From an optimization exercise on the open Yosys and OpenROAD flow, aimed at small area and a short achievable clock period; shortcuts taken in it are not production practice. The RTL was checked by simulation tests, not by an equivalence proof against the original design. No activity file was given, so power comes from the tool's default toggle rates.

job 101:
==> flow/design.v <==
module spfc_packer (
    input  wire        clk,
    input  wire        rst,
    input  wire        in_valid,
    input  wire [1:0]  in_op,
    input  wire [31:0] in_rg,
    input  wire [31:0] in_ba,
    input  wire [15:0] in_pk,
    output reg         out_valid,
    output wire [15:0] out_pk,
    output wire [31:0] out_rg,
    output wire [31:0] out_ba
);
    function [11:0] thr31;
        input [4:0] t;
        integer i, k;
        begin
            thr31 = 12'd2048;
            for (i = 0; i < 32; i = i + 1)
                if (t == i) begin
                    k = (i < 16) ? i + 1 : i;
                    thr31 = (131070 * k - 65535 + 61) / 62 - 2048 * i;
                end
        end
    endfunction
    function [10:0] thr63;
        input [5:0] t;
        integer i, k;
        begin
            thr63 = 11'd1024;
            for (i = 0; i < 64; i = i + 1)
                if (t == i) begin
                    k = (i < 32) ? i + 1 : i;
                    thr63 = (131070 * k - 65535 + 125) / 126 - 1024 * i;
                end
        end
    endfunction
    function ge16;
        input [15:0] a;
        input [15:0] b;
        reg   [15:0] g, p;
        integer l, i, n;
        begin
            g = a & ~b;
            p = a | ~b;
            n = 16;
            for (l = 0; l < 4; l = l + 1) begin
                for (i = 0; i < 8; i = i + 1)
                    if (2 * i + 1 < n) begin
                        g[i] = g[2 * i + 1] | (p[2 * i + 1] & g[2 * i]);
                        p[i] = p[2 * i + 1] & p[2 * i];
                    end else if (2 * i < n) begin
                        g[i] = g[2 * i];
                        p[i] = p[2 * i];
                    end
                n = (n + 1) / 2;
            end
            ge16 = g[0] | p[0];
        end
    endfunction
    function [15:0] su63;
        input [5:0] q;
        integer i;
        begin
            su63 = 16'd0;
            for (i = 0; i < 64; i = i + 1)
                if (q == i)
                    su63 = (131070 * i + 63) / 126;
        end
    endfunction
    wire [15:0] ch_r = in_rg[15:0];
    wire [15:0] ch_g = in_rg[31:16];
    wire [15:0] ch_b = in_ba[15:0];
    wire [15:0] ch_a = in_ba[31:16];
    wire        is_pack = ~in_op[0];
    wire        is_565  = ~in_op[1];
    wire        ge_r   = ge16({5'b0, ch_r[10:0]}, {4'b0, thr31(ch_r[15:11])});
    wire        ge_b   = ge16({5'b0, ch_b[10:0]}, {4'b0, thr31(ch_b[15:11])});
    wire        ge_g31 = ge16({5'b0, ch_g[10:0]}, {4'b0, thr31(ch_g[15:11])});
    wire        ge_g63 = ge16({6'b0, ch_g[9:0]}, {5'b0, thr63(ch_g[15:10])});
    wire        ge_g   = is_565 ? ge_g63 : ge_g31;
    wire        a_zero = (ch_a == 16'd0);
    wire        r_blk  = ~ge16(ch_r, 16'd1058);
    wire        b_blk  = ~ge16(ch_b, 16'd1058);
    wire        g_blk  = is_565 ? ~ge16(ch_g, 16'd521) : ~ge16(ch_g, 16'd1058);
    wire        blk    = r_blk & g_blk & b_blk;
    reg  [5:0]  r_q;
    reg  [6:0]  g_q;
    reg  [5:0]  b_q;
    reg         m565_q;
    reg         nz_q;
    always @(posedge clk) begin
        if (rst)
            out_valid <= 1'b0;
        else
            out_valid <= in_valid;
    end
    always @(posedge clk) begin
        m565_q <= is_565;
        nz_q   <= in_pk != 16'd0;
        if (is_pack) begin
            r_q <= {~a_zero & (ge_r | blk), ch_r[15:11] & {5{~a_zero}}};
            g_q <= {~a_zero & (ge_g | blk),
                    (is_565 ? ch_g[15:10] : {ch_g[15], ch_g[15:11]}) & {6{~a_zero}}};
            b_q <= {~a_zero & (ge_b | blk), ch_b[15:11] & {5{~a_zero}}};
        end else begin
            r_q <= {1'b0, is_565 ? in_pk[15:11] : in_pk[14:10]};
            g_q <= {1'b0, is_565 ? in_pk[10:5] : {1'b0, in_pk[9:5]}};
            b_q <= {1'b0, in_pk[4:0]};
        end
    end
    function [5:0] stepq;
        input [5:0] t;
        input       msb;
        input       step;
        reg   [5:0] x, all1;
        reg         dec;
        integer i;
        begin
            dec = ~step & msb;
            x = t ^ {6{dec}};
            all1[0] = step ^ msb;
            for (i = 1; i < 6; i = i + 1)
                all1[i] = all1[i - 1] & x[i - 1];
            stepq = t ^ all1;
        end
    endfunction
    wire [5:0]  q_r6 = stepq({1'b0, r_q[4:0]}, r_q[4], r_q[5]);
    wire [5:0]  q_b6 = stepq({1'b0, b_q[4:0]}, b_q[4], b_q[5]);
    wire [4:0]  q_r = q_r6[4:0];
    wire [4:0]  q_b = q_b6[4:0];
    wire [5:0]  q_g = stepq(g_q[5:0], g_q[5], g_q[6]);
    assign out_pk = m565_q ? {q_r, q_g, q_b} : {1'b0, q_r, q_g[4:0], q_b};
    wire [4:0]  u_r  = r_q[4:0];
    wire [4:0]  u_b  = b_q[4:0];
    wire [15:0] u_g6 = su63(g_q[5:0]);
    wire [4:0]  u_g5 = g_q[4:0];
    wire [15:0] u_g  = m565_q ? u_g6 : {u_g5, u_g5, u_g5, u_g5[4]};
    assign out_rg = {u_g, u_r, u_r, u_r, u_r[4]};
    assign out_ba = {{16{nz_q}}, u_b, u_b, u_b, u_b[4]};
endmodule
==> flow/config.mk <==
export PLATFORM = sky130hd
export DESIGN_NAME = spfc_packer
export DESIGN_NICKNAME = spfc_packer
export VERILOG_FILES = /design/flow/design.v
export SDC_FILE = /design/flow/constraint.sdc
export NUM_CORES = 4
export LEC_CHECK = 0
export CAP_MARGIN = 20
export CORE_MARGIN = 2
export CORE_UTILIZATION = 40
export SLEW_MARGIN = 20
==> flow/constraint.sdc <==
create_clock -name core_clock -period 27.0 [get_ports {clk}]
set_input_delay 5.4000 -clock core_clock [delete_from_list [all_inputs] [get_ports {clk}]]
set_output_delay 5.4000 -clock core_clock [all_outputs]
set_load 0.01 [all_outputs]
standard.sh (not shown) runs the stock make flow with config.mk's settings and CLKGATE_MAP_FILE= SYNTH_SCRIPT=/design/flow/synth_recipe.tcl, a recipe that flattens the netlist after the stock synthesis.
==> flow/flow/run.sh <==
#!/bin/bash
# The standard layout (standard.sh) with three changes:
#  - synthesis maps the logic with the ABC script in flow/abc_map.script
#    (structural rewriting and area-recovering mapping) instead of ORFS's
#    speed script; everything else in synthesis, including the flip-flops,
#    is ORFS's and the standard flow's own;
#  - plain buf_1 cells as the port buffers;
#  - the resizer's setup repair aims at a margin below the clock period.
set -e
rm -rf scripts_abc
cp -r "$FLOW_HOME/scripts" scripts_abc
cp flow/abc_map.script scripts_abc/abc_area.script
export BUFFER_PORTS_ARGS="-buffer_cell sky130_fd_sc_hd__buf_1"
bash standard.sh SCRIPTS_DIR="$PWD/scripts_abc" ABC_AREA=1 synth > synth.log 2>&1
bash standard.sh SETUP_SLACK_MARGIN=19.5 finish > standard.log 2>&1
==> flow/flow/abc_map.script <==
&get -n
&st
&syn2
&dch -f
&nf -R 1000
&put
mfs2
&get -n
&st
&dch -f
&nf -R 1000
&put
mfs2
&get -n
&st
&dch -f
&nf -R 1000
&put
Having completed the whole flow, job 101 delivered a layout that passed the timing, DRC and antenna checks.
--- input diff job 101..job 102 ---
==> flow/flow/run.sh <==
#!/bin/bash
# The standard layout (standard.sh), with plain buf_1 cells as the port
# buffers, and the resizer's setup repair aimed at a margin below the
# clock period so that it shortens the longest paths.
export BUFFER_PORTS_ARGS="-buffer_cell sky130_fd_sc_hd__buf_1"
bash standard.sh SETUP_SLACK_MARGIN=20 finish > standard.log 2>&1
removed: flow/flow/abc_map.script
[summary]
Delta (job 102 minus job 101): net count after synthesis increased by 27% relative to the old numbers; clock network power share down 1.0 points; net switching power of the design went up; fraction of standard cell area that is sequential has decreased.
The launching element of the worst setup path comes out r_q[5]$_SDFF_PP0_ in one run and g_q[5]$_DFF_P_ in the other, namely in job 102 and job 101 respectively.
Row total power: job 102 higher / job 101 lower
Of job 102 and job 101, job 101 shows the lower cell count, with job 102 above it.
Comparing job 102 and job 101, the higher HPWL after detailed placement was measured on job 102.
Looking at critical path depth, job 102 sits 1 below job 101.
First-pass GRT wire length deteriorates in job 102 relative to job 101.
Taking job 101 as the reference, in job 102 post-route standard cell area excluding fillers higher; portion of the post-synthesis area used by sequential elements lower.

==> port drivers added, routing unchanged <==
No port has a modelled driver above. Below, the same layouts with a new extraction and two added sets of constraints. Step 1 assumes that a clkbuf_16 drives the clock port and a buf_2 every other input. Step 2 also shifts input and output timing later by t, the mid clock arrival at the registers, as if the neighbouring blocks saw the same clock. a / b / c = no drivers / after step 1 / after step 2; a / b = the first two.
run | t, ns | setup slack, ns | hold slack, ns | cell pins on the clock port's net
job 101 | 0.285 | 19.573 / 19.545 / 19.354 | 5.287 / 5.284 / 5.569 | 1
job 102 | 0.279 | 19.731 / 19.706 / 19.779 | 5.294 / 5.290 / 5.569 | 1
After both steps setup and hold are still met in every run listed. For job 101, which loses most, drivers alone change the setup slack by -0.028 ns; drivers and shift together by -0.219 ns.
